Background: an optimization exercise with open tools, aiming at small area. Do not read the settings as production practice.
In this exercise RTL edits were held to simulation tests only and were not proved equivalent to the original.
Power figures rest on the tool's default switching activity, not on a simulated workload.

`design/flow/flow/run.sh`:
```
#!/bin/bash
# Standard ORFS layout, with three changes to how it is built:
#  - after the standard synthesis, the combinational logic between the registers is
#    re-mapped with an area-oriented ABC script (flow/remap.abc); the registers,
#    their names and cell types, and the ports are left as the standard synthesis made them
#  - ports are buffered with the smallest buffer (sky130_fd_sc_hd__buf_1)
#  - the clock tree uses clkbuf_4 leaf clusters of at most 8 sinks within 60 um, and no dummy loads
set -euo pipefail
export BUFFER_PORTS_ARGS="-buffer_cell sky130_fd_sc_hd__buf_1"
export CTS_ARGS="-sink_clustering_enable -repair_clock_nets -dont_use_dummy_load -buf_list sky130_fd_sc_hd__clkbuf_16 -sink_clustering_size 32 -sink_clustering_max_diameter 45 -sink_buffer_max_cap_derate 1.0"

HERE=$PWD
RES=$HERE/orfs/results/$FLOW_PLATFORM/gasm_core/base
LIB=$FLOW_HOME/platforms/$FLOW_PLATFORM/lib/sky130_fd_sc_hd__tt_025C_1v80.lib

# 1. standard synthesis
bash standard.sh $RES/1_2_yosys.v > synth_standard.log 2>&1
cp $RES/1_2_yosys.v $HERE/synth_standard.v

# 2. re-map the combinational logic; sequential cells stay as black boxes
SEQ=$(grep -oE "sky130_fd_sc_hd__[a-z0-9_]+" $HERE/synth_standard.v | sort -u | grep -E "__(s?e?df|dl|sdl)" | tr '\n' ' ')
DU=$(sed -n '/DONT_USE_CELLS += /,/^#/p' $FLOW_HOME/platforms/$FLOW_PLATFORM/config.mk | grep -oE "sky130_fd_sc_hd__[a-z0-9_]+" | sed 's/^/-dont_use /' | tr '\n' ' ')
cat > $HERE/remap.ys <<EOY
read_liberty -ignore_miss_func $LIB
blackbox $SEQ
read_verilog $HERE/synth_standard.v
hierarchy -top $FLOW_TOP
flatten
opt_clean
abc -script $HERE/flow/remap.abc -liberty $LIB $DU
opt_clean -purge
hilomap -singleton -hicell sky130_fd_sc_hd__conb_1 HI -locell sky130_fd_sc_hd__conb_1 LO
splitnets
opt_clean -purge
stat -liberty $LIB
write_verilog -noattr -nohex -nodec $HERE/synth_remap.v
EOY
yosys -s $HERE/remap.ys > remap.log 2>&1
cp $HERE/synth_remap.v $RES/1_2_yosys.v

# 3. the rest of the standard layout on the re-mapped netlist
bash standard.sh > standard_flow.log 2>&1
```
`design/flow/flow/remap.abc`:
```
strash
&get -n
&deepsyn -T 20
&put
strash
amap

```
`design/flow/standard.sh`:
```
#!/bin/bash
# synth_recipe.tcl (not shown) runs the flow's synth.tcl, then flattens the netlist and writes it again
# the make line also repeats each setting of config.mk as NAME=value (left out here)
make -C /OpenROAD-flow-scripts/flow DESIGN_CONFIG=/design/flow/config.mk WORK_HOME=/design/flow/orfs CLKGATE_MAP_FILE= SYNTH_SCRIPT=/design/flow/synth_recipe.tcl "${@:-finish}"
```
`design/flow/config.mk`:
```
export PLATFORM = sky130hd
export DESIGN_NAME = gasm_core
export DESIGN_NICKNAME = gasm_core
export VERILOG_FILES = /design/flow/design.v
export SDC_FILE = /design/flow/constraint.sdc
export NUM_CORES = 4
export LEC_CHECK = 0
export ABC_AREA = 1
export CAP_MARGIN = 20
export CORE_MARGIN = 2
export CORE_UTILIZATION = 55
export GPL_ROUTABILITY_DRIVEN = 1
export GPL_TIMING_DRIVEN = 0
export PLACE_DENSITY = 0.75
export SLEW_MARGIN = 20
```
`design/flow/constraint.sdc`:
```
create_clock -name core_clock -period 20.0 [get_ports {clk}]
set_input_delay 4.0000 -clock core_clock [delete_from_list [all_inputs] [get_ports {clk}]]
set_output_delay 4.0000 -clock core_clock [all_outputs]
set_load 0.01 [all_outputs]
```
`design/flow/design.v`:
```
module gasm_core #(
    parameter [31:0] OUT_ADDR        = 32'h0000_FF00,
    parameter [31:0] KBD_DATA_ADDR   = 32'h0000_FF04,
    parameter [31:0] KBD_STATUS_ADDR = 32'h0000_FF08,
    parameter [31:0] STACK_LO        = 32'h0000_E000,
    parameter [31:0] STACK_HI        = 32'h0000_F000
) (
    input  wire        clk,
    input  wire        rst,
    input  wire [31:0] entry,
    output reg         mem_valid,
    output reg         mem_we,
    output reg  [3:0]  mem_wstrb,
    output reg  [31:0] mem_addr,
    output reg  [31:0] mem_wdata,
    input  wire [31:0] mem_rdata,
    input  wire        mem_ready,
    output wire        boundary,
    input  wire        timer_tick,
    input  wire        kbd_valid,
    input  wire [7:0]  kbd_char,
    output reg         kbd_ack,
    output reg         out_valid,
    output reg  [7:0]  out_byte,
    output wire        halted,
    output wire        faulted,
    output wire [2:0]  fault_reason,
    output reg  [31:0] fault_value
);
    localparam [4:0] S_INIT  = 5'd0,    
                     S_FETCH = 5'd1,    
                     S_DEC   = 5'd2,    
                     S_EX    = 5'd3,    
                     S_MR    = 5'd4,    
                     S_MW    = 5'd5,    
                     S_PCF   = 5'd6,    
                     S_POLLR = 5'd7,
                     S_POLLW = 5'd8,
                     S_BND   = 5'd9,
                     S_K1    = 5'd10,
                     S_K2    = 5'd11,
                     S_K3    = 5'd12,
                     S_E1    = 5'd13,   
                     S_EW1   = 5'd14,
                     S_E2    = 5'd15,   
                     S_EW2   = 5'd16,
                     S_FP    = 5'd17,   
                     S_HALT  = 5'd18,   
                     S_FSTOP = 5'd19;   
    localparam [2:0] FK_OP = 3'd0, FK_CSRA = 3'd1, FK_CSRB = 3'd2, FK_DIV = 3'd3,
                     FK_ENT = 3'd4, FK_RA = 3'd5, FK_RB = 3'd6;
    localparam [3:0] W_ADD = 4'd0, W_LOG = 4'd1, W_CSRB = 4'd2, W_CSROR = 4'd3,
                     W_RB = 4'd4, W_RC = 4'd5, W_MDR = 4'd6,
                     W_DIV = 4'd8, W_SHL = 4'd9, W_HND = 4'd10, W_CAUSE = 4'd11,
                     W_FV = 4'd12;
    localparam [2:0] M_W = 3'd0, M_PC = 3'd1, M_SP = 3'd2, M_RB = 3'd3,
                     M_MDR = 3'd4, M_ZERO = 3'd5, M_SELF = 3'd6;
    localparam [2:0] D_RC = 3'd0, D_RB = 3'd1, D_PSW = 3'd2, D_PCI = 3'd3,
                     D_NEG = 3'd4, D_SIGN = 3'd6;
    reg [4:0]  state;
    reg [2:0]  step;
    reg [4:0]  ph;
    reg        busy;
    reg [511:0] gpr;           
    reg [31:0]  psw, hnd, cau;
    reg [31:0]  ir, mar, mdr;
    reg [19:0]  th;            
    wire [31:0] t = {th, ir[11:0]};
    reg        pcw;            
    reg        bnd_ent;        
    reg        kb;             
    wire [2:0] ecause = {!bnd_ent, bnd_ent, bnd_ent & kb};
    reg [2:0]  fpk;
    reg        tr_s, i_s;      
    reg        push_ok, entry_ok;
    reg        ge4_r, ge8_r, le4_r;
    reg        lt_r, gt_r;     
    reg        zr;
    reg        f1, f2, f3;     
    wire       cond = f3;
    wire       cf = f3;
    wire       seen_t = f3;
    reg        sb, sc;
    reg        seen_m;
    reg        c1, c2, c3, c4;
    wire ph0  = (ph == 5'd0);
    wire ph31 = (ph == 5'd31);
    wire [7:0] op = ir[31:24];
    wire [3:0] fa = ir[23:20];
    wire [3:0] fb = ir[19:16];
    wire [3:0] fc = ir[15:12];
    wire o_halt  = (op == 8'h00);
    wire o_int   = (op == 8'h10);
    wire o_call  = (op == 8'h20);
    wire o_callm = (op == 8'h21);
    wire o_jmp   = (op == 8'h30);
    wire o_bcc   = (op == 8'h31) || (op == 8'h32) || (op == 8'h33);
    wire o_jmpm  = (op == 8'h38);
    wire o_bccm  = (op == 8'h39) || (op == 8'h3A) || (op == 8'h3B);
    wire o_xchg  = (op == 8'h40);
    wire o_add   = (op == 8'h50);
    wire o_sub   = (op == 8'h51);
    wire o_mul   = (op == 8'h52);
    wire o_div   = (op == 8'h53);
    wire o_log   = (op[7:2] == 6'b011000);         
    wire o_shl   = (op == 8'h70);
    wire o_shr   = (op == 8'h71);
    wire o_st    = (op == 8'h80);
    wire o_stpsh = (op == 8'h81);
    wire o_stind = (op == 8'h82);
    wire o_csrrd = (op == 8'h90);
    wire o_ldimm = (op == 8'h91);
    wire o_ld    = (op == 8'h92);
    wire o_ldpop = (op == 8'h93);
    wire o_csrwr = (op == 8'h94);
    wire o_csror = (op == 8'h95);
    wire o_csrld = (op == 8'h96);
    wire o_csrpop= (op == 8'h97);
    wire known = o_halt | o_int | o_call | o_callm | o_jmp | o_bcc | o_jmpm | o_bccm |
                 o_xchg | o_add | o_sub | o_mul | o_div | o_log | o_shl | o_shr |
                 o_st | o_stpsh | o_stind | o_csrrd | o_ldimm | o_ld | o_ldpop |
                 o_csrwr | o_csror | o_csrld | o_csrpop;
    wire fa_bad = (fa > 4'd2);
    wire fb_bad = (fb > 4'd2);
    wire [15:0] gout;
    genvar g;
    generate
        for (g = 0; g < 16; g = g + 1) begin : go
            assign gout[g] = gpr[32*g];
        end
    endgenerate
    wire s_ra = gout[fa];
    wire s_rb = gout[fb];
    wire s_rc = gout[fc];
    wire s_sp = gout[14];
    wire s_pc = gout[15];
    wire s_d  = (ph < 5'd12) ? ir[ph[3:0]] : ir[11];
    wire s_csrb = fb[1] ? cau[0] : (fb[0] ? hnd[0] : psw[0]);
    reg [3:0] ws;
    reg       xa;              
    reg [1:0] ysel;            
    reg       sub;
    reg       used;
    reg       gwe;
    reg [3:0] wsel;
    reg       cwe;
    reg [1:0] csel;
    reg       x14sp;
    reg       k8;
    reg       pcfin;
    reg       mar_sh;
    reg [2:0] msrc;
    reg       mdr_sh;
    reg [2:0] dsrc;
    reg       t_sh;
    reg       tneg;
    reg       flags_we;
    reg       setI;
    reg       init;
    reg       mul_it, div_it;
    wire a_x  = xa ? s_ra : s_rb;
    wire a_y  = ((ysel == 2'd1) ? s_rb : (ysel == 2'd2) ? s_rc : 1'b0) ^ sub;
    wire a_ci = ph0 ? sub : c1;
    wire a_s1 = a_x ^ a_y ^ a_ci;
    wire a_c1 = (a_x & a_y) | (a_x & a_ci) | (a_y & a_ci);
    wire a_z  = used & s_d;
    wire a_c2i = ph0 ? 1'b0 : c2;
    wire a_s2 = a_s1 ^ a_z ^ a_c2i;
    wire a_c2 = (a_s1 & a_z) | (a_s1 & a_c2i) | (a_z & a_c2i);
    wire k4   = (state == S_E2) ? !bnd_ent : 1'b1;
    wire p_k  = k4 && (ph == 5'd2);
    wire p_ci = ph0 ? 1'b0 : c4;
    wire s_pci = s_pc ^ p_k ^ p_ci;
    wire p_co = (s_pc & p_k) | (s_pc & p_ci) | (p_k & p_ci);
    wire d_k  = k8 ? (ph >= 5'd3) : (ph >= 5'd2);
    wire d_ci = ph0 ? 1'b0 : c3;
    wire s_spd = s_sp ^ d_k ^ d_ci;
    wire d_co = (s_sp & d_k) | (s_sp & d_ci) | (d_k & d_ci);
    reg s_log;
    always @(*) begin
        case (op[1:0])
            2'd0: s_log = ~s_rb;
            2'd1: s_log = s_rb & s_rc;
            2'd2: s_log = s_rb | s_rc;
            default: s_log = s_rb ^ s_rc;
        endcase
    end
    wire [4:0] shn = t[4:0];
    wire ph_lt_n = (ph < shn);
    wire s_q    = o_mul ? mar[0] : mdr[0];
    wire s_divr = s_q ^ ((sb ^ sc) & (ph0 ? 1'b0 : seen_m));
    wire shl_zero = f1 | ph_lt_n;
    wire s_shl = shl_zero ? 1'b0 : mdr[0];
    reg s_fv;
    always @(*) begin
        case (fpk)
            FK_ENT:  s_fv = s_spd;
            FK_RA:   s_fv = s_ra;
            FK_RB:   s_fv = s_rb;
            default: s_fv = 1'b0;
        endcase
    end
    reg wbus;
    always @(*) begin
        case (ws)
            W_ADD:   wbus = a_s2;
            W_LOG:   wbus = s_log;
            W_CSRB:  wbus = s_csrb;
            W_CSROR: wbus = s_csrb | s_d;
            W_RB:    wbus = s_rb;
            W_RC:    wbus = s_rc;
            W_MDR:   wbus = mdr[0];
            W_DIV:   wbus = s_divr;
            W_SHL:   wbus = s_shl;
            W_HND:   wbus = hnd[0];
            W_CAUSE: wbus = ecause[ph[1:0]] & (ph < 5'd3);
            W_FV:    wbus = s_fv;
            default: wbus = 1'b0;
        endcase
    end
    wire wr15 = gwe && (wsel == 4'd15);
    wire pc_inc = pcfin && !pcw && !wr15;
    reg [15:0] head;
    integer k;
    always @(*) begin
        for (k = 0; k < 16; k = k + 1)
            head[k] = init ? 1'b0 : ((gwe && wsel == k) ? wbus : gout[k]);
        if (!init && !(gwe && wsel == 4'd14) && x14sp)
            head[14] = s_spd;
        if (init)
            head[15] = mar[0];
        else if (!wr15 && pc_inc)
            head[15] = s_pci;
    end
    wire h_psw = init ? (ph == 5'd13) :
                 (cwe && csel == 2'd0) ? wbus : (psw[0] | (setI && ph == 5'd15));
    wire h_hnd = init ? 1'b0 : (cwe && csel == 2'd1) ? wbus : hnd[0];
    wire h_cau = init ? 1'b0 : (cwe && csel == 2'd2) ? wbus : cau[0];
    wire zr_n  = (ph0 ? 1'b1 : zr) & ~wbus;
    wire f1_in = ph0 ? 1'b1 : f1;
    wire f2_in = ph0 ? 1'b1 : f2;
    wire f3_in = ph0 ? 1'b1 : f3;
    reg fl_c, fl_o;
    always @(*) begin
        fl_c = 1'b0;
        fl_o = 1'b0;
        if (o_add) begin
            fl_c = a_c1;
            fl_o = (s_rb == s_rc) && (wbus != s_rb);
        end else if (o_sub) begin
            fl_c = !a_c1;
            fl_o = (s_rb != s_rc) && (wbus != s_rb);
        end else if (o_mul) begin
            fl_c = f1 | (mar[0] & !((sb ^ sc) & f2));
            fl_o = fl_c;
        end else if (o_div) begin
            fl_o = f2;                  
        end else if (o_shl) begin
            if (f1)
                fl_c = !f2 && (shn == 5'd0) && mdr[0];
            else if (shn != 5'd0)
                fl_c = mdr[1];
        end else if (o_shr) begin
            fl_c = cf;
        end
    end
    wire [3:0] flags = {wbus, fl_c, fl_o, zr_n};    
    reg cond_n;
    always @(*) begin
        case (op[1:0])
            2'd1:    cond_n = zr_n;
            2'd2:    cond_n = !zr_n;
            2'd3:    cond_n = !zr_n && (wbus == ((s_rb != s_rc) && (wbus != s_rb)));
            default: cond_n = 1'b1;
        endcase
    end
    wire ck_lo = STACK_LO[ph];
    wire ck_hi = STACK_HI[ph];
    wire lt_n = (~wbus & ck_lo) | (~(wbus ^ ck_lo) & (ph0 ? 1'b0 : lt_r));
    wire gt_n = (wbus & ~ck_hi) | (~(wbus ^ ck_hi) & (ph0 ? 1'b0 : gt_r));
    wire chk_bad = lt_n | gt_n;
    wire [31:0] K_E004 = STACK_LO + 32'd4;
    wire [31:0] K_E008 = STACK_LO + 32'd8;
    wire [31:0] K_F004 = STACK_HI + 32'd4;
    wire mv = head[14];
    wire ge4_n = (mv & ~K_E004[ph]) | (~(mv ^ K_E004[ph]) & (ph0 ? 1'b1 : ge4_r));
    wire ge8_n = (mv & ~K_E008[ph]) | (~(mv ^ K_E008[ph]) & (ph0 ? 1'b1 : ge8_r));
    wire le4_n = (~mv & K_F004[ph]) | (~(mv ^ K_F004[ph]) & (ph0 ? 1'b1 : le4_r));
    wire [31:0] pa_a   = {mar[30:0], div_it & mdr[31]};
    wire        pa_en  = div_it | mdr[31];
    wire        pa_inv = div_it & ~mar[31];
    wire [31:0] pa_b   = ({32{pa_en}} & t) ^ {32{pa_inv}};
    wire [32:0] pa_c;
    wire [31:0] pa_s;
    assign pa_c[0] = pa_inv;
    generate
        for (g = 0; g < 32; g = g + 1) begin : rca
            assign pa_s[g]   = pa_a[g] ^ pa_b[g] ^ pa_c[g];
            assign pa_c[g+1] = (pa_a[g] & pa_b[g]) | (pa_a[g] & pa_c[g]) | (pa_b[g] & pa_c[g]);
        end
    endgenerate
    wire [32:0] pa_sum = {pa_c[32], pa_s};
    wire is_pass = (state == S_INIT) || (state == S_EX) || (state == S_PCF) ||
                   (state == S_E1) || (state == S_E2) || (state == S_FP);
    wire act = is_pass && (ph0 || busy);
    wire pass_end = act && ph31;
    always @(*) begin
        ws = W_ADD; xa = 1'b0; ysel = 2'd0; sub = 1'b0; used = 1'b0;
        gwe = 1'b0; wsel = fa; cwe = 1'b0; csel = fa[1:0];
        x14sp = 1'b0; k8 = 1'b0; pcfin = 1'b0;
        mar_sh = 1'b0; msrc = M_W;
        mdr_sh = 1'b0; dsrc = D_RC;
        t_sh = 1'b0; tneg = 1'b0;
        flags_we = 1'b0; setI = 1'b0; init = 1'b0;
        mul_it = 1'b0; div_it = 1'b0;
        if (act) begin
            case (state)
                S_INIT: begin
                    init = 1'b1;
                    mar_sh = 1'b1; msrc = M_SELF;
                end
                S_PCF: begin
                    pcfin = 1'b1;
                end
                S_E1: begin
                    ws = W_CAUSE; cwe = 1'b1; csel = 2'd2;
                    mar_sh = 1'b1; msrc = M_SP;
                    mdr_sh = 1'b1; dsrc = D_PSW;
                    setI = 1'b1;
                end
                S_E2: begin
                    ws = W_HND; gwe = 1'b1; wsel = 4'd15;
                    k8 = 1'b1; x14sp = 1'b1;
                    mar_sh = 1'b1; msrc = M_SP;
                    mdr_sh = 1'b1; dsrc = D_PCI;
                end
                S_FP: begin
                    ws = W_FV; k8 = step[0];
                    mar_sh = 1'b1; msrc = M_W;
                end
                S_EX: begin
                    if (o_add || o_sub || o_log) begin
                        ws = o_log ? W_LOG : W_ADD; ysel = 2'd2; sub = o_sub;
                        gwe = 1'b1; flags_we = 1'b1; pcfin = 1'b1;
                    end else if (o_mul || o_div) begin
                        case (step)
                            3'd0: begin
                                t_sh = 1'b1;
                                mdr_sh = 1'b1; dsrc = o_mul ? D_RC : D_RB;
                            end
                            3'd1: begin
                                t_sh = 1'b1; tneg = 1'b1;
                                mdr_sh = 1'b1; dsrc = D_NEG;
                                mar_sh = 1'b1; msrc = M_ZERO;
                            end
                            3'd2: begin
                                div_it = o_div; mul_it = o_mul;
                            end
                            default: begin
                                ws = W_DIV; gwe = 1'b1; flags_we = 1'b1; pcfin = 1'b1;
                                mdr_sh = o_div;
                            end
                        endcase
                    end else if (o_shl || o_shr) begin
                        if (step == 3'd0) begin
                            t_sh = 1'b1;
                            mdr_sh = 1'b1; dsrc = D_RB;
                        end else if (o_shl) begin
                            ws = W_SHL; gwe = 1'b1; flags_we = 1'b1; pcfin = 1'b1;
                            mdr_sh = !shl_zero;
                        end else if (step == 3'd1) begin
                            mdr_sh = f1 | ph_lt_n; dsrc = D_SIGN;
                        end else begin
                            ws = W_MDR; gwe = 1'b1; flags_we = 1'b1; pcfin = 1'b1;
                            mdr_sh = 1'b1; dsrc = D_SIGN;
                        end
                    end else if (o_csrrd) begin
                        ws = W_CSRB; gwe = 1'b1; pcfin = 1'b1;
                    end else if (o_ldimm) begin
                        ws = W_ADD; used = 1'b1; gwe = 1'b1; pcfin = 1'b1;
                    end else if (o_ld || o_csrld) begin
                        if (step == 3'd0) begin
                            ws = W_ADD; ysel = 2'd2; used = 1'b1;
                            mar_sh = 1'b1; msrc = M_W;
                        end else begin
                            ws = W_MDR; mdr_sh = 1'b1;
                            gwe = o_ld; cwe = o_csrld; pcfin = 1'b1;
                        end
                    end else if (o_ldpop || o_csrpop) begin
                        if (step == 3'd0) begin
                            ws = W_ADD; used = 1'b1; gwe = 1'b1; wsel = fb;
                            mar_sh = 1'b1; msrc = M_RB;
                        end else begin
                            ws = W_MDR; mdr_sh = 1'b1;
                            gwe = o_ldpop; cwe = o_csrpop; pcfin = 1'b1;
                        end
                    end else if (o_csrwr) begin
                        ws = W_RB; cwe = 1'b1; pcfin = 1'b1;
                    end else if (o_csror) begin
                        ws = W_CSROR; cwe = 1'b1; pcfin = 1'b1;
                    end else if (o_st || o_stind) begin
                        if (step == 3'd0) begin
                            ws = W_ADD; xa = 1'b1; ysel = 2'd1; used = 1'b1;
                            mar_sh = 1'b1; msrc = M_W;
                            mdr_sh = o_st; dsrc = D_RC;
                        end else begin
                            mar_sh = 1'b1; msrc = M_MDR;
                            mdr_sh = 1'b1; dsrc = D_RC;
                        end
                    end else if (o_stpsh) begin
                        ws = W_ADD; xa = 1'b1; used = 1'b1; gwe = 1'b1;
                        mar_sh = 1'b1; msrc = M_W;
                        mdr_sh = 1'b1; dsrc = D_RC;
                    end else if (o_call) begin
                        ws = W_ADD; xa = 1'b1; used = 1'b1; gwe = 1'b1; wsel = 4'd15;
                        mdr_sh = 1'b1; dsrc = D_PCI;
                        mar_sh = 1'b1; msrc = M_SP; x14sp = 1'b1;
                    end else if (o_callm) begin
                        if (step == 3'd0) begin
                            ws = W_ADD; xa = 1'b1; used = 1'b1;
                            mar_sh = 1'b1; msrc = M_W;
                        end else begin
                            ws = W_MDR; gwe = 1'b1; wsel = 4'd15;
                            mdr_sh = 1'b1; dsrc = D_PCI;
                            mar_sh = 1'b1; msrc = M_SP; x14sp = 1'b1;
                        end
                    end else if (o_jmp || o_bcc) begin
                        if (step == 3'd0) begin
                            ws = W_ADD; ysel = 2'd2; sub = 1'b1;      
                        end else begin
                            ws = W_ADD; xa = 1'b1; used = 1'b1;
                            gwe = cond; wsel = 4'd15; pcfin = 1'b1;
                        end
                    end else if (o_jmpm || o_bccm) begin
                        if (step == 3'd0) begin
                            ws = W_ADD; ysel = 2'd2; sub = 1'b1;
                        end else if (step == 3'd1) begin
                            ws = W_ADD; xa = 1'b1; used = 1'b1;
                            mar_sh = 1'b1; msrc = M_W;
                        end else begin
                            ws = W_MDR; mdr_sh = 1'b1;
                            gwe = 1'b1; wsel = 4'd15; pcfin = 1'b1;
                        end
                    end else if (o_xchg) begin
                        if (step == 3'd0) begin
                            ws = W_RC; gwe = 1'b1; wsel = fb;
                            mdr_sh = 1'b1; dsrc = D_RB;
                        end else begin
                            ws = W_MDR; mdr_sh = 1'b1;
                            gwe = 1'b1; wsel = fc; pcfin = 1'b1;
                        end
                    end
                end
                default: ;
            endcase
        end
        if (pcfin) begin
            mar_sh = 1'b1; msrc = M_PC;
        end
    end
    reg marin, mdrin;
    always @(*) begin
        case (msrc)
            M_W:    marin = wbus;
            M_PC:   marin = head[15];
            M_SP:   marin = s_spd;
            M_RB:   marin = s_rb;
            M_MDR:  marin = mdr[0];
            M_SELF: marin = mar[0];
            default: marin = 1'b0;
        endcase
        case (dsrc)
            D_RC:   mdrin = s_rc;
            D_RB:   mdrin = s_rb;
            D_PSW:  mdrin = psw[0];
            D_PCI:  mdrin = s_pci;
            D_NEG:  mdrin = mdr[0] ^ (sb & (ph0 ? 1'b0 : seen_m));
            default: mdrin = mdr[31];
        endcase
    end
    wire tin = tneg ? (t[0] ^ (sc & (ph0 ? 1'b0 : seen_t))) :
               ((o_mul) ? s_rb : s_rc);
    wire const_addr = (state == S_POLLR) || (state == S_POLLW) ||
                      (state == S_K1) || (state == S_K2) || (state == S_K3);
    always @(*) begin
        mem_valid = 1'b0;
        mem_we    = 1'b0;
        mem_wstrb = 4'b0000;
        case (state)
            S_FETCH, S_POLLR, S_K2: mem_valid = 1'b1;
            S_MR: mem_valid = 1'b1;
            S_MW, S_EW1, S_EW2, S_K1, S_K3: begin
                mem_valid = 1'b1; mem_we = 1'b1; mem_wstrb = 4'b1111;
            end
            S_POLLW: begin
                mem_valid = 1'b1; mem_we = 1'b1; mem_wstrb = 4'b0001;
            end
            default: ;
        endcase
        if (const_addr)
            mem_addr = (state == S_K1) ? KBD_DATA_ADDR :
                       (state == S_POLLR || state == S_POLLW) ? OUT_ADDR : KBD_STATUS_ADDR;
        else
            mem_addr = mar;
        mem_wdata = mdr;
        if (state == S_POLLW)
            mem_wdata[7:0] = 8'd0;
        if (state == S_K3)
            mem_wdata[0] = 1'b1;
    end
    wire xfer = mem_valid && mem_ready;
    always @(*) begin
        out_valid = (state == S_POLLR) && mem_ready && (mem_rdata[7:0] != 8'd0);
        out_byte  = mem_rdata[7:0];
    end
    assign boundary = (state == S_BND);
    assign halted  = (state == S_HALT);
    assign faulted = (state == S_FSTOP);
    assign fault_reason = (fpk == FK_OP) ? 3'd5 :
                          (fpk == FK_CSRA || fpk == FK_CSRB) ? 3'd6 :
                          (fpk == FK_DIV) ? 3'd2 : (kb ? 3'd3 : 3'd4);
    wire t_take = timer_tick && tr_s && !i_s;
    wire k_del  = kbd_valid && !i_s && !t_take;
    always @(*) begin
        kbd_ack = (state == S_BND) && kbd_valid && (i_s || entry_ok);
        fault_value = mar;
        if (faulted && fpk == FK_OP)
            fault_value[7:0] = mar[7:0] | op;
        if (faulted && fpk == FK_CSRA)
            fault_value[3:0] = mar[3:0] | fa;
        if (faulted && fpk == FK_CSRB)
            fault_value[3:0] = mar[3:0] | fb;
    end
    integer j;
    always @(posedge clk) begin
        for (j = 0; j < 16; j = j + 1)
            gpr[32*j +: 32] <= {head[j], gpr[32*j+1 +: 31]};
        psw <= {h_psw, psw[31:1]};
        if (flags_we && ph31)
            psw[3:0] <= flags;
        hnd <= {h_hnd, hnd[31:1]};
        cau <= {h_cau, cau[31:1]};
        if (ph == 5'd13) tr_s <= h_psw;
        if (ph == 5'd15) i_s  <= h_psw;
        c1 <= a_c1;
        c2 <= a_c2;
        c3 <= d_co;
        c4 <= p_co;
        zr <= zr_n;
        lt_r <= lt_n;
        gt_r <= gt_n;
        ge4_r <= ge4_n;
        ge8_r <= ge8_n;
        le4_r <= le4_n;
        if (ph0) begin
            push_ok  <= ge4_r & le4_r;
            entry_ok <= ge8_r & le4_r;
        end
        if (state == S_FETCH && xfer)
            ir <= {mem_rdata[7:0], mem_rdata[15:8], mem_rdata[23:16], mem_rdata[31:24]};
        else if (t_sh)
            ir[11:0] <= {th[0], ir[11:1]};
        if ((state == S_MR || state == S_K2) && xfer)
            mdr <= mem_rdata;
        else if (state == S_BND)
            mdr <= {24'd0, kbd_char};
        else if (div_it || mul_it)
            mdr <= {mdr[30:0], ~pa_sum[31]};
        else if (mdr_sh)
            mdr <= {mdrin, mdr[31:1]};
        if (t_sh)
            th <= {tin, th[19:1]};
        if (act && state == S_EX) begin
            if ((o_div || o_mul) && step == 3'd0) begin
                f1 <= f1_in & (s_rb == ph31);           
                f2 <= f2_in & s_rc;                     
                f3 <= f3_in & ~s_rc;                    
                if (ph31) begin
                    f2  <= f1_in & (s_rb == ph31) & f2_in & s_rc;
                    sb  <= o_mul ? s_rc : s_rb;         
                    sc  <= o_mul ? s_rb : s_rc;         
                end
            end
            if ((o_div || o_mul) && step == 3'd1) begin
                seen_m <= (ph0 ? 1'b0 : seen_m) | mdr[0];
                f3 <= (ph0 ? 1'b0 : f3) | t[0];
                f1 <= 1'b0;
            end
            if (o_mul && step == 3'd2)
                f1 <= f1 | mar[31] | pa_c[32];          
            if ((o_div || o_mul) && step == 3'd3) begin
                seen_m <= (ph0 ? 1'b0 : seen_m) | s_q;
                if (o_mul)
                    f2 <= f2_in & ~s_q;
            end
            if ((o_shl || o_shr) && step == 3'd0) begin
                f1 <= (ph0 ? 1'b0 : f1) | (s_rc & (ph >= 5'd5));
                f2 <= (ph0 ? 1'b0 : f2) | (s_rc & (ph >= 5'd6));
            end
            if (o_shr && step == 3'd1) begin
                if (f1 | ph_lt_n)
                    f3 <= mdr[0];
                else if (ph0)
                    f3 <= 1'b0;
            end
        end
        if (state == S_DEC)
            f3 <= 1'b1;
        else if (act && state == S_EX && (o_bcc || o_bccm) && step == 3'd0 && ph31)
            f3 <= cond_n;
    end
    always @(posedge clk) begin
        if (rst) begin
            ph       <= 5'd0;
            busy     <= 1'b0;
            state    <= S_INIT;
            step     <= 3'd0;
            mar      <= entry;
            pcw      <= 1'b0;
            bnd_ent  <= 1'b0;
        end else begin
            ph   <= ph + 5'd1;
            busy <= act && !ph31;
            if (wr15) pcw <= 1'b1;
            if (mul_it || div_it)
                mar <= pa_sum[31:0];
            else if (mar_sh)
                mar <= {marin, mar[31:1]};
            case (state)
                S_INIT:
                    if (pass_end) state <= S_FETCH;
                S_FETCH:
                    if (xfer) begin
                        state <= S_DEC;
                    end
                S_DEC: begin
                    pcw     <= 1'b0;
                    bnd_ent <= 1'b0;
                    step    <= 3'd0;
                    if (!known) begin
                        fpk <= FK_OP; state <= S_FP;
                    end else if (((o_csrwr || o_csrld || o_csrpop || o_csror) && fa_bad)) begin
                        fpk <= FK_CSRA; state <= S_FP;
                    end else if ((o_csrrd || o_csror) && fb_bad) begin
                        fpk <= FK_CSRB; state <= S_FP;
                    end else if (o_halt) begin
                        state <= S_HALT;
                    end else if (o_int) begin
                        if (!entry_ok) begin
                            fpk <= FK_ENT; state <= S_FP;
                        end else begin
                            state <= S_E1;
                        end
                    end else if ((o_call || o_callm) && !push_ok) begin
                        fpk <= FK_ENT; state <= S_FP;
                    end else if (o_xchg && fb == fc) begin
                        state <= S_PCF;
                    end else begin
                        state <= S_EX;
                        if (o_jmp || o_jmpm) step <= 3'd1;
                    end
                end
                S_EX:
                    if (pass_end) begin
                        step <= step + 3'd1;
                        if (o_add || o_sub || o_log || o_csrrd || o_ldimm || o_csrwr || o_csror)
                            state <= S_POLLR;
                        else if (o_div || o_mul) begin
                            if (o_div && step == 3'd0 && f3_in & ~s_rc) begin
                                fpk <= FK_DIV; state <= S_FP; step <= 3'd0;
                            end else
                                state <= (step == 3'd3) ? S_POLLR : S_EX;
                        end else if (o_shl)
                            state <= (step == 3'd1) ? S_POLLR : S_EX;
                        else if (o_shr)
                            state <= (step == 3'd2) ? S_POLLR : S_EX;
                        else if (o_ld || o_csrld)
                            state <= (step == 3'd0) ? S_MR : S_POLLR;
                        else if (o_ldpop || o_csrpop) begin
                            if (step == 3'd0 && fb == 4'd14 && chk_bad) begin
                                fpk <= FK_RB; state <= S_FP; step <= 3'd0;
                            end else
                                state <= (step == 3'd0) ? S_MR : S_POLLR;
                        end else if (o_st)
                            state <= S_MW;
                        else if (o_stind)
                            state <= (step == 3'd0) ? S_MR : S_MW;
                        else if (o_stpsh) begin
                            if (fa == 4'd14 && chk_bad) begin
                                fpk <= FK_RA; state <= S_FP; step <= 3'd0;
                            end else
                                state <= S_MW;
                        end else if (o_call)
                            state <= S_MW;
                        else if (o_callm)
                            state <= (step == 3'd0) ? S_MR : S_MW;
                        else if (o_jmp || o_bcc)
                            state <= (step == 3'd0) ? S_EX : S_POLLR;
                        else if (o_jmpm || o_bccm) begin
                            if (step == 3'd0 && !cond_n)
                                state <= S_PCF;
                            else
                                state <= (step == 3'd1) ? S_MR : (step == 3'd0) ? S_EX : S_POLLR;
                        end else if (o_xchg)
                            state <= (step == 3'd0) ? S_EX : S_POLLR;
                    end
                S_MR:
                    if (xfer) begin
                        step  <= step + 3'd1;
                        state <= S_EX;
                    end
                S_MW:
                    if (xfer) begin
                        step  <= step + 3'd1;
                        state <= S_PCF;
                    end
                S_PCF:
                    if (pass_end) state <= bnd_ent ? S_FETCH : S_POLLR;
                S_POLLR:
                    if (xfer) state <= (mem_rdata[7:0] != 8'd0) ? S_POLLW : S_BND;
                S_POLLW:
                    if (xfer) state <= S_BND;
                S_BND: begin
                    if ((t_take || k_del) && !entry_ok) begin
                        fpk <= FK_ENT; step <= 3'd0; state <= S_FP;
                    end else if (t_take) begin
                        bnd_ent <= 1'b1; kb <= 1'b0; state <= S_E1;
                    end else if (k_del) begin
                        bnd_ent <= 1'b1; kb <= 1'b1; state <= S_K1;
                    end else
                        state <= S_FETCH;
                end
                S_K1: if (xfer) state <= S_K2;
                S_K2: if (xfer) state <= S_K3;
                S_K3: if (xfer) state <= S_E1;
                S_E1:  if (pass_end) state <= S_EW1;
                S_EW1: if (xfer) state <= S_E2;
                S_E2:  if (pass_end) state <= S_EW2;
                S_EW2: if (xfer) state <= S_PCF;
                S_FP:
                    if (pass_end) begin
                        if (fpk == FK_ENT && step == 3'd0 && !chk_bad)
                            step <= 3'd1;
                        else begin
                            state   <= S_FSTOP;
                            kb      <= lt_n;
                        end
                    end
                default: ;    
            endcase
        end
    end
endmodule
```
==> flow_summary.yaml, run 1 <==
global_route:
  grt_pass1_vias: 16000
  grt_pass1_wl_mm: 98.4
  antenna_found_initial: 4
  overflow: 0
  grt_max_degree: 40
  grtUsageTotal: 0.301
setup_path:
  cp_slowest_cell: "clkinv_1"
  worstPathRequired_ns: 20.30
  reg2reg_to: "mdr[0]"
  slowest_delay_ns: 1.05
  end_kind: "register"
  rrSetupSlack_ns: 3.55
  path_class: "reg -> reg"
  cp-start-kind: "register"
  crit_top_cell: "o21ai_0"
  reg2reg_from: "state[1]"
  r2r_cells: 85
  path_max_fanout: 24
  cp-startpoint: "state[1]"
  crit_arrival_ns: 16.75
clock_network:
  clock_latency_ns: 0.65
  htree_levels: 2
  post_cts_buffers: 0
  cts-buffers-inserted: 54
  max-clock-path-buffers: 3
  post_cts_resize_count: 0
  cts_root_buffer: "clkbuf_16"
  ctsHoldBuffers: 0
  clkTransAtPathRegs_ns: 0.07
  cts_tree: "done"
  cts_sinks: 767
drt:
  ant_nets: 0
  via_per_inst: 5.85
  drc: 0
  num_vias: 16300
  dr.pass1.iters: 6
  wirelength_mm: 66.2
  wl_per_cell_um: 23.7
  drt_iter0_markers: 1847
die:
  start_util: 0.560
  die_w_um: 209
  row_count: 74
  core_area_um2: 41100
  die-area_um2: 43500
  dieHeight_um: 209
  io-pin-count: 195
sta:
  setup_viol: 0
  final.setup.tns_ns: 0
  hold_viol: 0
  tightest_slew_ns: 1.13
  min_period_ns: 16.45
  rsz0062_at_grt: "no"
  setup_slack_ns: 3.55
  fin_skew_ns: 0.112
  timing.hold.ws_ns: 0.255
  maxSlewHeadroom: 0.245
  max_freq_mhz: 60.8
  timing.final.crit_share: 0.822
  finalMaxSlewViolations: 0
logic_synthesis:
  yosysWarnings: 1
  synthesis.nets: 2071
  syn-cell-area_um2: 23000
  synthCells: 1994
  syn_avg_cell_area_um2: 11.6
power:
  ir_drop_mv: 0.0855
  p_leak_nw: 9.34
  p_per_area_nw_per_um2: 121
  total_power_mw: 3.16
cells_and_area:
  nNetsFinal: 2338
  drive_gt1_frac: 0.0385
  syn_to_final_growth_pct: 12.9
  nFillCells: 3195
  final_area_um2: 26000
  fin_util: 0.633
  fin_cells: 2792
worst_hold_path:
  hp-start: "gpr[380]"
  hold_class: "reg -> reg"
  min_delay_path_depth: 0
  hold-path-endpoint: "gpr[379]"
flow_run:
  cap_violations: 0
place:
  gp_congestion: 0.996
  dpl-instance-area_um2: 24600
  dp_worst_setup_slack_ns: 4.27
  hpwlAfterDp_mm: 47.0
  placedCellCount: 2736
  port-buffer-count: 194
run_status:
  status: "finished clean"
cells in the final DEF, fill, tap and decap left out, drive strengths merged, types with 4 or more instances in the layout:
cell type,count
or4,8
o32a,6
buf,210
a311oi,4
o22ai,62
o21a,14
o21ai,147
o221a,5
nor2,242
a211oi,5
a2111oi,5
clkbuf,55
or2,38
dfxtp,638
nand4,10
edfxtp,129
a31oi,39
a21oi,87
a221oi,10
nor2b,19
nor4,8
a22o,6
nand2,122
or3,10
clkinv,187
o211ai,15
nor3,44
a22oi,12
o221ai,24
a222oi,35
nand3,23
metal layers:
metal / track usage / part of all wire
met5: 0 / 0
met4: 0.115 / 0.039
met3: 0.0487 / 0.076
met2: 0.481 / 0.45
met1: 0.415 / 0.44
sequential cells by signal, indices dropped and copies added (netlist names), 20 cells and up:
name,count
gpr,512
mar,32
ir,32
th,20
psw,32
cau,32
hnd,32
mdr,32
worst max-delay path, delay by kind of cell (launching register included):
kind / cells / cell delay (ns)
AO/OA/AOI/OAI: 35 / 4.93
AND/OR/NAND/NOR: 40 / 7.10
buffers and inverters: 10 / 3.58
flip-flops: 1 / 0.51
power by group:
part | switching, mW | internal, mW
registers | 0.0825 | 1.66
logic | 0.313 | 0.139
clock network | 0.485 | 0.473
total | 0.880 | 2.28
worst max path at each step:
stage | to | slack (ns) | cells past startpoint
global route | mdr[0] | 2.09 | 85
global placement | mdr[0] | -2.39 | 83
CTS | mdr[0] | 4.14 | 85
detailed placement | mdr[0] | 4.27 | 85
floorplan | mar[31] | 5.12 | 82
finish | mdr[0] | 3.55 | 85
area by class of cell:
cell class | count | area, µm² | area share
timing repair buffer | 211 | 878 | 0.0338
tap | 532 | 666 | 0.0256
antenna | 1 | 2.50 | 0.0000962
clock buffer | 54 | 1350 | 0.0520
inverter | 187 | 704 | 0.0271
multi-input combinational | 1040 | 5760 | 0.222
sequential | 767 | 16600 | 0.640
==> run 2, diff against run 1 <==
--- a/design/flow/flow/run.sh
+++ b/design/flow/flow/run.sh
@@ -7,7 +7,7 @@
 #  - the clock tree uses clkbuf_4 leaf clusters of at most 8 sinks within 60 um, and no dummy loads
 set -euo pipefail
 export BUFFER_PORTS_ARGS="-buffer_cell sky130_fd_sc_hd__buf_1"
-export CTS_ARGS="-sink_clustering_enable -repair_clock_nets -dont_use_dummy_load -buf_list sky130_fd_sc_hd__clkbuf_16 -sink_clustering_size 32 -sink_clustering_max_diameter 45 -sink_buffer_max_cap_derate 1.0"
+export CTS_ARGS="-sink_clustering_enable -repair_clock_nets -dont_use_dummy_load -buf_list sky130_fd_sc_hd__clkbuf_4 -sink_clustering_size 9 -sink_clustering_max_diameter 40 -sink_buffer_max_cap_derate 1.0"
 
 HERE=$PWD
 RES=$HERE/orfs/results/$FLOW_PLATFORM/gasm_core/base
==> run 2 against run 1 <==
Against the previous run:
- final area shrank 2.1%
- fmax grew 1.1%
- combinational power is essentially flat
- critical endpoint unchanged
- largest cell class unchanged
- largest power group unchanged
==> flow_summary.yaml, run 2 <==
sta:
  maxSlewHeadroom: 0.229
  final.setup.tns_ns: 0
  tightest_slew_ns: 1.16
  timing.final.crit_share: 0.814
  max_freq_mhz: 61.5
  hold_viol: 0
  setup_slack_ns: 3.73
  rsz0062_at_grt: "no"
  finalMaxSlewViolations: 0
  setup_viol: 0
  min_period_ns: 16.27
  fin_skew_ns: 0.144
clock_network:
  clkTransAtPathRegs_ns: 0.09
  cts_tree: "done"
  post_cts_resize_count: 0
  clock_latency_ns: 0.92
  max-clock-path-buffers: 3
  ctsHoldBuffers: 0
  htree_levels: 3
  cts-buffers-inserted: 106
  post_cts_buffers: 0
  cts_sinks: 767
  cts_root_buffer: "clkbuf_4"
die:
  die-area_um2: 43500
  row_count: 74
  die_w_um: 209
  io-pin-count: 195
  dieHeight_um: 209
  core_area_um2: 41100
  start_util: 0.560
setup_path:
  cp-start-kind: "register"
  path_class: "reg -> reg"
  cp_slowest_cell: "clkinv_1"
  worstPathRequired_ns: 20.63
  end_kind: "register"
  cp-startpoint: "state[1]"
  crit_top_cell: "o21ai_0"
  crit_arrival_ns: 16.90
  reg2reg_from: "state[1]"
  path_max_fanout: 24
  slowest_delay_ns: 1.04
run_status:
  status: "finished clean"
cells_and_area:
  nNetsFinal: 2390
  largest-register: "gpr"
  drive_gt1_frac: 0.0601
  largest_reg_flops: 512
  multiInputGateArea_um2: 5760
  layout_common_cells: "638 x dfxtp_1, 238 x nor2_1, 193 x buf_1"
  fin_cells: 2846
  seqCellArea_um2: 16600
  final_common_cell: "dfxtp_1"
  nFillCells: 3309
  final_area_um2: 25500
  syn_to_final_growth_pct: 10.5
global_route:
  met3_usage: 0.0678
  overflow: 0
  grt_pass1_vias: 16100
  use_met1: 0.403
  busiest_layer: "met2"
  grt_pass1_wl_mm: 95.6
  antenna_found_initial: 6
  grtUsageTotal: 0.293
  grt_max_degree: 40
  gr-usage-met2: 0.453
flow_run:
  cap_violations: 0
power:
  p_sw_mw: 0.845
  clkPwrFrac: 0.240
  p_leak_nw: 9.16
  comb_power_share: 0.156
  ir_drop_mv: 0.0700
  sw_frac_of_total: 0.292
  cellInternalPower_mw: 2.04
  seq_power_share: 0.604
  total_power_mw: 2.89
  p_per_area_nw_per_um2: 113
place:
  gp_congestion: 0.996
  port-buffer-count: 194
  placedCellCount: 2736
  dp_worst_setup_slack_ns: 4.27
  dpl-instance-area_um2: 24600
  hpwlAfterDp_mm: 47.0
logic_synthesis:
  synthCells: 1994
  syn_avg_cell_area_um2: 11.6
  yosysWarnings: 1
  syn-cell-area_um2: 23000
  synthesis.nets: 2071
worst_hold_path:
  hold_class: "reg -> reg"
  hp-start: "gpr[511]"
drt:
  dr.pass1.iters: 9
  wl_per_cell_um: 22.5
  ant_nets: 0
  drc: 0
  drt_iter0_markers: 1624
  num_vias: 16500
  wirelength_mm: 64.0
  via_per_inst: 5.81
[run 2: worst paths after layout]
| kind | to | slack (ns) | cells after the start |
|---|---|---|---|
| worst max register to register | mdr[0] | 3.73 | 85 |
| worst min-delay path | gpr[510] | 0.22 | 0 |
| worst max-delay path | mdr[0] | 3.73 | 85 |
| worst min register to register | gpr[510] | 0.22 | 0 |
[run 2: critical path: cells and delay by family (launching register included)]
family                 cells  cell delay, ns
buffers and inverters     10            3.53
flip-flops                 1            0.52
AND/OR/NAND/NOR           40            7.02
AO/OA/AOI/OAI             35            4.91
[run 2: cell type report]
| cell class | instances | area share |
|---|---|---|
| flip-flops and latches | 767 | 0.654 |
| well taps | 532 | 0.0261 |
| repair buffers | 211 | 0.0345 |
| diodes | 3 | 0.000295 |
| multi-input cells | 1040 | 0.226 |
| clock buffers | 106 | 0.0313 |
| inverters | 187 | 0.0277 |
[run 2: routing by layer]
metal	vias to the layer above	wire (µm)
li1	7723	-
met1	7845	28400
met2	837	28200
met3	142	5030
met4	0	2270
met5	-	0
[run 2: stage by stage]
step | util | hold slack, ns
2_1_floorplan | - | 0.310
3_3_place_gp | 0.594 | 0.309
3_5_place_dp | 0.600 | 0.312
4_1_cts | 0.619 | 0.187
5_1_grt | 0.619 | 0.182
6_report | 0.619 | 0.221
[run 2: power by group through the flow]
stage / Clock (mW) / Combinational [mW] / Sequential, mW
final: 0.694 / 0.451 / 1.74
after global routing: 0.776 / 0.491 / 1.75
after CTS: 0.717 / 0.442 / 1.74
after detailed placement: 0 / 0.439 / 1.78
after global placement: 0 / 0.423 / 1.78
after floorplan: 0 / 0.264 / 1.75

-- separate check: timing with driven ports --
The flow's constraints put no driver on any port. The routed layouts listed below were extracted and timed again, unchanged, in two steps. Step 1 sets driving cells, clkbuf_16 on the clock port and buf_2 on the other inputs (assumed; they add their load-dependent delay and slew). Step 2 times the ports against the registers' clock, not the clock port: input delays grow and output delays shrink by t, the midpoint of the rising clock arrivals with the driver on. a / b / c = no drivers / after step 1 / after step 2; a / b = the first two.
run	t, ns	setup slack, ns	worst register clock-pin slew, ns	cell pins on the clock port's net
run 1	0.650	3.551 / 3.551 / 3.551	0.10 / 0.10	1
run 2	0.901	3.729 / 3.729 / 3.729	0.11 / 0.11	1
After both steps every run listed still meets setup and hold.
